What follows belongs to an exercise in optimizing a design on an open flow for small area; a production flow would make more cautious choices. In this exercise RTL edits were held to simulation tests only and were not proved equivalent to the original. Power figures rest on the tool's default switching activity, not on a simulated workload.

**design/flow/run.sh**
```bash
#!/bin/bash
# synth_recipe.tcl (not shown) runs the flow's synth.tcl, then flattens the netlist and writes it again
# the make line also repeats each setting of config.mk as NAME=value (left out here)
make -C /OpenROAD-flow-scripts/flow DESIGN_CONFIG=/design/flow/config.mk WORK_HOME=/design/flow/orfs CLKGATE_MAP_FILE= SYNTH_SCRIPT=/design/flow/synth_recipe.tcl finish
```
**design/flow/config.mk**
```make
export PLATFORM = sky130hd
export DESIGN_NAME = bbm_bridge
export DESIGN_NICKNAME = bbm_bridge
export VERILOG_FILES = /design/flow/design.v
export SDC_FILE = /design/flow/constraint.sdc
export NUM_CORES = 4
export LEC_CHECK = 0
export ABC_AREA = 1
export CAP_MARGIN = 20
export CORE_MARGIN = 2
export CORE_UTILIZATION = 40
export SLEW_MARGIN = 20
```
**design/flow/constraint.sdc**
```tcl
create_clock -name core_clock -period 10.0 [get_ports {clk}]
set_input_delay 2.0000 -clock core_clock [delete_from_list [all_inputs] [get_ports {clk}]]
set_output_delay 2.0000 -clock core_clock [all_outputs]
set_load 0.01 [all_outputs]
```
**design/flow/design.v**
```verilog
module bbm_bridge (
    input  wire       clk,
    input  wire       rst,
    input  wire       in_valid,
    input  wire [7:0] in_data,
    output wire       in_ready,
    output reg        out_valid,
    output reg  [7:0] out_data,
    input  wire       out_ready,
    output reg        scl_oe,
    output reg        sda_oe,
    input  wire       sda_i,
    output reg        spi_cs_n,
    output reg        spi_sck,
    output reg        spi_mosi,
    input  wire       spi_miso
);
    localparam [5:0] H_CMD = 6'd0, H_OP = 6'd1, H_ALEN = 6'd2, H_DEV = 6'd3,
                     H_AH = 6'd4, H_AL = 6'd5, H_LEN = 6'd6,
                     I_START = 6'd7, I_ADDRW = 6'd8, I_AH = 6'd9, I_AL = 6'd10,
                     IR_RSTART = 6'd11, IR_ADDRR = 6'd12, IR_READ = 6'd13,
                     IR_PUT = 6'd14, IR_NEXT = 6'd15, IR_STOP = 6'd16,
                     IW_DATA = 6'd17, IW_NEXT = 6'd18, IW_STOP = 6'd19,
                     IW_SETTLE = 6'd20, IW_K = 6'd21,
                     PW_CSA1 = 6'd22, PW_WREN = 6'd23, PW_CSD1 = 6'd24, PW_CSA2 = 6'd25,
                     PW_PP = 6'd26, PW_AH = 6'd27, PW_AL = 6'd28, PW_DATA = 6'd29,
                     PW_NEXT = 6'd30, PW_CSD2 = 6'd31,
                     PP_CSA = 6'd32, PP_RDSR = 6'd33, PP_READ = 6'd34, PP_SAVE = 6'd35,
                     PP_CSD = 6'd36, PP_CHECK = 6'd37, PP_K = 6'd38,
                     PR_CSA = 6'd39, PR_CMD = 6'd40, PR_AH = 6'd41, PR_AL = 6'd42,
                     PR_READ = 6'd43, PR_PUT = 6'd44, PR_NEXT = 6'd45, PR_CSD = 6'd46;
    localparam [4:0] E_IDLE = 5'd0, E_DONE = 5'd1, E_PUTW = 5'd2,
                     E_ST_RSDA = 5'd3, E_ST_RSCL = 5'd4, E_ST_LSDA = 5'd5, E_ST_LSCL = 5'd6,
                     E_SP_LSDA = 5'd7, E_SP_RSCL = 5'd8, E_SP_RSDA = 5'd9,
                     E_B_SDA = 5'd10, E_B_SCLR = 5'd11, E_B_SAMP = 5'd12, E_B_SCLL = 5'd13,
                     E_CS = 5'd14, E_S_MOSI = 5'd15, E_S_SCK1 = 5'd16, E_S_SAMP = 5'd17,
                     E_S_SCK0 = 5'd18;
    reg [5:0] P;
    reg [4:0] E;
    reg [3:0] dly;
    reg [2:0] bc;
    reg       ackf;
    reg       is_spi, is_read, alen2;
    reg [7:1] dev;
    reg [7:0] ah, al, count;
    wire idle = (E == E_IDLE);
    wire hdr  = (P <= H_LEN);
    assign in_ready = hdr || (idle && (P == IW_DATA || P == PW_DATA));
    wire in_take = in_valid && in_ready;
    wire last = (count == 8'd1);
    reg [7:0] wbyte;
    always @(*) begin
        case (P)
            I_ADDRW:  wbyte = {dev, 1'b0};
            IR_ADDRR: wbyte = {dev, 1'b1};
            I_AH, PW_AH, PR_AH: wbyte = ah;
            PW_WREN:  wbyte = 8'h06;
            PW_PP:    wbyte = 8'h02;
            PP_RDSR:  wbyte = 8'h05;
            PR_CMD:   wbyte = 8'h03;
            default:  wbyte = al;
        endcase
    end
    wire wbit = wbyte[bc];
    wire i2c_rd = (P == IR_READ);
    wire spi_rd = (P == PP_READ) || (P == PR_READ);
    reg [5:0] nextP;
    always @(*) begin
        case (P)
            I_AL:     nextP = is_read ? IR_RSTART : IW_DATA;
            IR_NEXT:  nextP = last ? IR_STOP : IR_READ;
            IW_NEXT:  nextP = last ? IW_STOP : IW_DATA;
            PW_NEXT:  nextP = last ? PW_CSD2 : PW_DATA;
            PP_CHECK: nextP = al[0] ? PP_CSA : PP_K;
            PR_NEXT:  nextP = last ? PR_CSD : PR_READ;
            IR_STOP, IW_K, PP_K, PR_CSD: nextP = H_CMD;
            default:  nextP = P + 6'd1;
        endcase
    end
    always @(posedge clk) begin
        if (rst) begin
            P         <= H_CMD;
            E         <= E_IDLE;
            dly       <= 4'd0;
            out_valid <= 1'b0;
            scl_oe    <= 1'b0;
            sda_oe    <= 1'b0;
            spi_cs_n  <= 1'b1;
            spi_sck   <= 1'b0;
            spi_mosi  <= 1'b0;
        end else begin
            if (out_valid && out_ready)
                out_valid <= 1'b0;
            if (dly != 4'd0) begin
                dly <= dly - 4'd1;
            end else begin
                case (E)
                E_IDLE: begin
                    case (P)
                    H_CMD: if (in_take) begin
                        if (in_data == 8'h49) begin is_spi <= 1'b0; P <= H_OP; end
                        else if (in_data == 8'h50) begin is_spi <= 1'b1; P <= H_OP; end
                    end
                    H_OP: if (in_take) begin
                        is_read <= (in_data == 8'h52);
                        if (in_data == 8'h52 || in_data == 8'h57)
                            P <= is_spi ? H_AH : H_ALEN;
                        else
                            P <= H_CMD;
                    end
                    H_ALEN: if (in_take) begin
                        alen2 <= in_data[1];
                        P <= (in_data == 8'd1 || in_data == 8'd2) ? H_DEV : H_CMD;
                    end
                    H_DEV: if (in_take) begin dev <= in_data[7:1]; P <= H_AH; end
                    H_AH:  if (in_take) begin ah <= in_data; P <= H_AL; end
                    H_AL:  if (in_take) begin al <= in_data; P <= H_LEN; end
                    H_LEN: if (in_take) begin
                        count <= in_data;
                        if (in_data == 8'd0) P <= H_CMD;
                        else if (is_spi)     P <= is_read ? PR_CSA : PW_CSA1;
                        else                 P <= I_START;
                    end
                    I_START, IR_RSTART: begin E <= E_ST_RSDA; dly <= 4'd1; end
                    IR_STOP, IW_STOP: begin E <= E_SP_LSDA; dly <= 4'd1; end
                    I_ADDRW, I_AL, IR_ADDRR, IR_READ: begin
                        E <= E_B_SDA; dly <= 4'd1; bc <= 3'd7; ackf <= 1'b0;
                    end
                    I_AH: if (alen2) begin
                        E <= E_B_SDA; dly <= 4'd1; bc <= 3'd7; ackf <= 1'b0;
                    end else P <= I_AL;
                    IW_DATA: if (in_take) begin
                        al <= in_data;
                        E <= E_B_SDA; dly <= 4'd1; bc <= 3'd7; ackf <= 1'b0;
                    end
                    PW_CSA1, PW_CSD1, PW_CSA2, PW_CSD2, PP_CSA, PP_CSD, PR_CSA, PR_CSD: begin
                        E <= E_CS; dly <= 4'd1;
                    end
                    PW_WREN, PW_PP, PW_AH, PW_AL, PP_RDSR, PR_CMD, PR_AH, PR_AL: begin
                        E <= E_S_MOSI; dly <= 4'd1; bc <= 3'd7;
                    end
                    PW_DATA: if (in_take) begin
                        al <= in_data;
                        E <= E_S_MOSI; dly <= 4'd1; bc <= 3'd7;
                    end
                    PP_READ, PR_READ: begin E <= E_S_SCK1; dly <= 4'd5; bc <= 3'd7; end
                    IR_PUT, PR_PUT, IW_K, PP_K: E <= E_PUTW;
                    IW_SETTLE: begin
                        if (last) P <= IW_K;
                        else begin count <= count - 8'd1; dly <= 4'd7; end
                    end
                    default: begin
                        P <= nextP;
                        if (!last) count <= count - 8'd1;
                    end
                    endcase
                end
                E_DONE: begin
                    E <= E_IDLE;
                    P <= nextP;
                    if (P == IW_STOP) begin count <= 8'd125; dly <= 4'd7; end
                end
                E_PUTW: if (!out_valid || out_ready) begin
                    out_data  <= (P == IW_K || P == PP_K) ? 8'h4B : al;
                    out_valid <= 1'b1;
                    E <= E_IDLE;
                    P <= nextP;
                end
                E_ST_RSDA: begin sda_oe <= 1'b0; E <= E_ST_RSCL; end
                E_ST_RSCL: begin scl_oe <= 1'b0; dly <= 4'd8; E <= E_ST_LSDA; end
                E_ST_LSDA: begin sda_oe <= 1'b1; dly <= 4'd8; E <= E_ST_LSCL; end
                E_ST_LSCL: begin scl_oe <= 1'b1; dly <= 4'd8; E <= E_DONE; end
                E_SP_LSDA: begin sda_oe <= 1'b1; dly <= 4'd8; E <= E_SP_RSCL; end
                E_SP_RSCL: begin scl_oe <= 1'b0; dly <= 4'd8; E <= E_SP_RSDA; end
                E_SP_RSDA: begin sda_oe <= 1'b0; dly <= 4'd8; E <= E_DONE; end
                E_B_SDA: begin
                    sda_oe <= ackf ? (i2c_rd & ~last) : (~i2c_rd & ~wbit);
                    dly <= 4'd8;
                    E <= E_B_SCLR;
                end
                E_B_SCLR: begin
                    scl_oe <= 1'b0;
                    if (i2c_rd ^ ackf) E <= E_B_SAMP;
                    else begin dly <= 4'd8; E <= E_B_SCLL; end
                end
                E_B_SAMP: begin
                    if (i2c_rd) al <= {al[6:0], sda_i};
                    dly <= 4'd8;
                    E <= E_B_SCLL;
                end
                E_B_SCLL: begin
                    scl_oe <= 1'b1;
                    dly <= 4'd8;
                    if (ackf) E <= E_DONE;
                    else if (bc == 3'd0) begin ackf <= 1'b1; E <= E_B_SDA; end
                    else begin bc <= bc - 3'd1; E <= i2c_rd ? E_B_SCLR : E_B_SDA; end
                end
                E_CS: begin
                    spi_cs_n <= (P == PW_CSD1 || P == PW_CSD2 || P == PP_CSD || P == PR_CSD);
                    E <= E_DONE;
                end
                E_S_MOSI: begin spi_mosi <= wbit; dly <= 4'd4; E <= E_S_SCK1; end
                E_S_SCK1: begin spi_sck <= 1'b1; dly <= 4'd4; E <= spi_rd ? E_S_SAMP : E_S_SCK0; end
                E_S_SAMP: begin al <= {al[6:0], spi_miso}; E <= E_S_SCK0; end
                E_S_SCK0: begin
                    spi_sck <= 1'b0;
                    if (bc == 3'd0) E <= E_DONE;
                    else begin
                        bc <= bc - 3'd1;
                        if (spi_rd) begin dly <= 4'd4; E <= E_S_SCK1; end
                        else E <= E_S_MOSI;
                    end
                end
                default: E <= E_IDLE;
                endcase
            end
        end
    end
endmodule
```
==> results by group <==
Synth
  • Seq/Total Area, Yosys: 36.8%
  • Ys async rst share: 0%
  • Syn_nets: approximately 750
  • Post-synthesis register bit count: 67
  • Ys flop type: edfxtp_1
  • Netlist cell types: 44
  • Synth Instances: approximately 730
  • Number of synthesized flops with an enable pin: 46
  • Syn Std Cell Area: 4890 sq um
  • Warnings, synthesis: 1
  • Syn Area/Cell: between 6 and 7 sq um

Pwr
  • Final Total Pwr: around 0.0017 W
  • Maximum vdd drop: 167 uV
  • PwrDens: 294 nW/um^2
  • P_leak: 2.54 nW

Global route
  • All-Layer GR Usage: 24.8%
  • First-pass GRT wire length: approximately 25,000 um
  • Vias in the first global route: 4,741
  • Initial antenna violation count: 0
  • Grt ovf: 0
  • Largest net degree at the start of global routing: 17

Final layout
  • Fill count: roughly 1,200
  • Layout cells sized above 1: 6.69%
  • Area of the multi-input gates: 2680 sq um
  • Sequential Area: 1800 sq um
  • Fin util: 47.2%
  • Antenna Cells: 0
  • Post-Layout Cell Count: between 900 and 1,000
  • Layout area overhead: 15.5%
  • Final #Nets: around 780

Clocking
  • CTS clk-pin slew, worst paths: 0.06 ns
  • Setup Buffers After CTS: 0
  • CTS tree: built
  • Clk sinks: 67
  • Clock Latency Late Sink: 0.36 ns
  • CTS root buf: clkbuf_16
  • Hold Buf Count CTS: 0
  • H-Tree Level Count: 3
  • PostCTS Resize Cnt: 0
  • Clk buf depth: 2
  • Num CTS Buffers: 9

Timing
  • Slew Limit Fails: 0
  • RSZ-0062 raised after global routing: false
  • Setup violators final: 0
  • Relative slew slack: 31.8%
  • Setup TNS: 0 ns
  • Max Clk Rate: 0.220 GHz
  • Final Hold Vio Count: 0
  • Final min period: between 4 and 5 ns
  • Least-Margin Pin Slew: 1.02 ns
  • Setup Skew: between 0.009 and 0.01 ns
  • Final period util: between 40% and 50%

Worst setup path
  • Reg-to-reg critical path startpoint: P[1]
  • WS Path Type: reg -> out
  • Critical R2R Capture: count[7]
  • CP Capture Type: output port
  • Reg2reg path depth: 11
  • Worst R2R Setup Slack: 6.79 ns
  • Critical Path AT: between 2 and 3 ns
  • Critical-path maximum fanout: 9
  • Req. time, crit path: 8.00 ns
  • CP Launch Type: flip-flop

Placement
  • HPWL Detailed: between 10,000 and 15,000 um
  • Final Wtd Congestion: 0.960
  • Port Buffers: 28
  • DP Cell Count: 893

Worst hold path
  • HP Class: reg -> reg
  • HP Start: scl_oe
  • Hold depth: 2
  • Hold path endpoint: scl_oe

Floorplanning
  • Core ar.: ~12,000 sq um
  • Row count: 40
  • Initial Util: 40.9%
  • Die Width: 115 um
  • Die area: approximately 13,000 sq um
  • Die height: approximately 110 um
  • I/O Pins: 29

Routing
  • Top Metal Used: met4
  • Via Count: 5,058
  • DR pass1 iterations: 5
  • Antenna viol nets, final: 0
  • Metal2 WL: 7050 um
  • Final wirelength: 15,800 um
  • Met3 wire length: approximately 960 um
  • Initial DRC Count: 457
  • Vias per cell: 5.56
  • DR WL/cell: 17.4 um
  • Metal-1 WL: 7330 um
  • DR DRC count: 0

Status
  • Status: timing/DRC/antenna clean

Flow run
  • Max Cap Viol: 0
sequential cells by signal (all words and copies together), names as in the netlist, 3 cells and up:
| signal | count |
|---|---|
| dev | 7 |
| bc | 3 |
| dly | 4 |
| E | 5 |
| al | 8 |
| P | 6 |
| ah | 8 |
| out_data | 8 |
| count | 8 |
metal layers:
layer | up-vias | GRT usage (%)
li1 | 2478 | -
met1 | 2356 | 33.9
met2 | 189 | 38.5
met3 | 35 | 4.66
met4 | 0 | 10.5
met5 | - | 0
cells in the final DEF (no fill, tap or decap), types with 2 or more instances in the layout:
master,n
nor2_1,113
a21oi_1,42
o211ai_1,7
o21ai_1,8
clkdlybuf4s50_1,28
bufinv_16,2
nor3_2,2
ha_1,10
o21ai_0,43
or3_1,2
nand2_2,5
nor2_2,4
nor2_4,5
dfxtp_1,21
or2_2,3
a211oi_1,3
nor3_1,19
o2111ai_1,2
inv_6,2
nand3b_1,2
xor2_1,8
inv_2,9
inv_1,89
o311ai_0,2
clkbuf_16,9
nand4_1,8
nand2_1,179
a31oi_1,2
a21oi_2,2
edfxtp_1,46
nand3_1,67
layout make-up:
class | instances | area share [%]
Multi-Input combinational cell | 551 | 47.5
Sequential cell | 67 | 31.9
Inverter | 100 | 6.69
Timing Repair Buffer | 28 | 4.96
Clock buffer | 9 | 3.99
Tap cell | 147 | 3.26
Clock inverter | 7 | 1.75
cell families (layout without fill, tap and decap cells):
logic type                 count (synthesis)  after routing  share of synthesized area (%)
and+or+nand+nor                          411            411                           36.1
adders and majority gates                 10             10                           2.56
AOI/OAI and AO/OA                        121            121                           14.3
DFF                                       67             67                           36.8
xor gates and xnor gates                   9              9                           1.61
buffers and inverters                    109            144                           8.57
metrics by stage:
step / cell area, sq um / hold WS (ns) / worst slack [ns]
2_1_floorplan: 4890 / 0.463 / 5.81
3_3_place_gp: 5320 / 0.473 / 5.33
3_5_place_dp: 5320 / 0.473 / 5.27
4_1_cts: 5650 / 0.486 / 5.44
5_1_grt: 5650 / 0.513 / 5.26
6_report: 5650 / 0.482 / 5.44
worst max-delay path: stages (launching register included):
cell and delay [ns]:
dfxtp_1 0.34, inv_1 0.13, ha_1 0.42, inv_1 0.08, nor2_1 0.21, nand2_1 0.18, nand2_2 0.12, nand2_2 0.08
nand2_1 0.11, clkdlybuf4s50_1 0.54
cell usage after synthesis, types with 2 or more instances:
library cell / number / area, sq um
a2111oi_0: 2 / 17.5
a211oi_1: 3 / 22.5
a21oi_1: 42 / 210
a21oi_2: 2 / 17.5
a31oi_1: 2 / 12.5
buf_2: 3 / 15.0
clkbuf_1: 5 / 18.8
dfxtp_1: 21 / 420
edfxtp_1: 46 / 1380
ha_1: 10 / 125
inv_1: 89 / 334
inv_2: 9 / 33.8
nand2_1: 179 / 672
nand2_2: 5 / 31.3
nand3_1: 67 / 335
nand3b_1: 2 / 15.0
nand4_1: 8 / 50.1
nor2_1: 113 / 424
nor2_2: 4 / 25.0
nor2_4: 5 / 56.3
nor3_1: 20 / 100
o2111ai_1: 2 / 17.5
o211ai_1: 7 / 52.6
o21ai_0: 43 / 215
o21ai_1: 8 / 40.0
o311ai_0: 2 / 17.5
or2_2: 3 / 18.8
or3_1: 2 / 12.5
xor2_1: 8 / 70.1
how the worst max path moves through the flow:
| stage | from | end | slack (ns) | depth (start not counted) |
|---|---|---|---|---|
| after detailed placement | rst | ah[4] | 5.27 | 4 |
| after global placement | rst | al[4] | 5.33 | 4 |
| after CTS | P[1] | in_ready | 5.44 | 9 |
| after global routing | P[1] | in_ready | 5.26 | 9 |
| final | P[1] | in_ready | 5.44 | 9 |
| after floorplan | rst | al[0] | 5.81 | 3 |
report_power, final:
group,leakage (nW),internal [W],switching (W)
Sequential,0.579,0.000350,0.0000392
Combinational,1.80,0.000265,0.000649
Clock,0.156,0.000220,0.000137

[port drivers added, routing unchanged]
Ports are ideal in the flow. The routed layout listed here was re-timed in OpenROAD.
Step 1 (the two cells are an assumption about what drives the block):
set clk [get_ports {clk}]
set_driving_cell -lib_cell sky130_fd_sc_hd__clkbuf_16 $clk
set_driving_cell -lib_cell sky130_fd_sc_hd__buf_2 [delete_from_list [all_inputs] $clk]
Step 2 also shifts input and output timing later by t, the mid clock arrival at the registers, as if the neighbouring blocks saw the same clock.
a / b / c = no drivers / after step 1 / after step 2; a / b = the first two.
shift t [ns]: 0.390
setup WS [ns]: 5.445 / 5.406 / 5.267
worst hold slack (ns): 0.482 / 0.482 / 0.482
worst setup path at the end: input to register
worst slew at a driven data input, ns: 0.03
After both steps this run still meets setup and hold. The setup slack of this run moves by -0.039 ns with the drivers and by -0.178 ns with both steps.
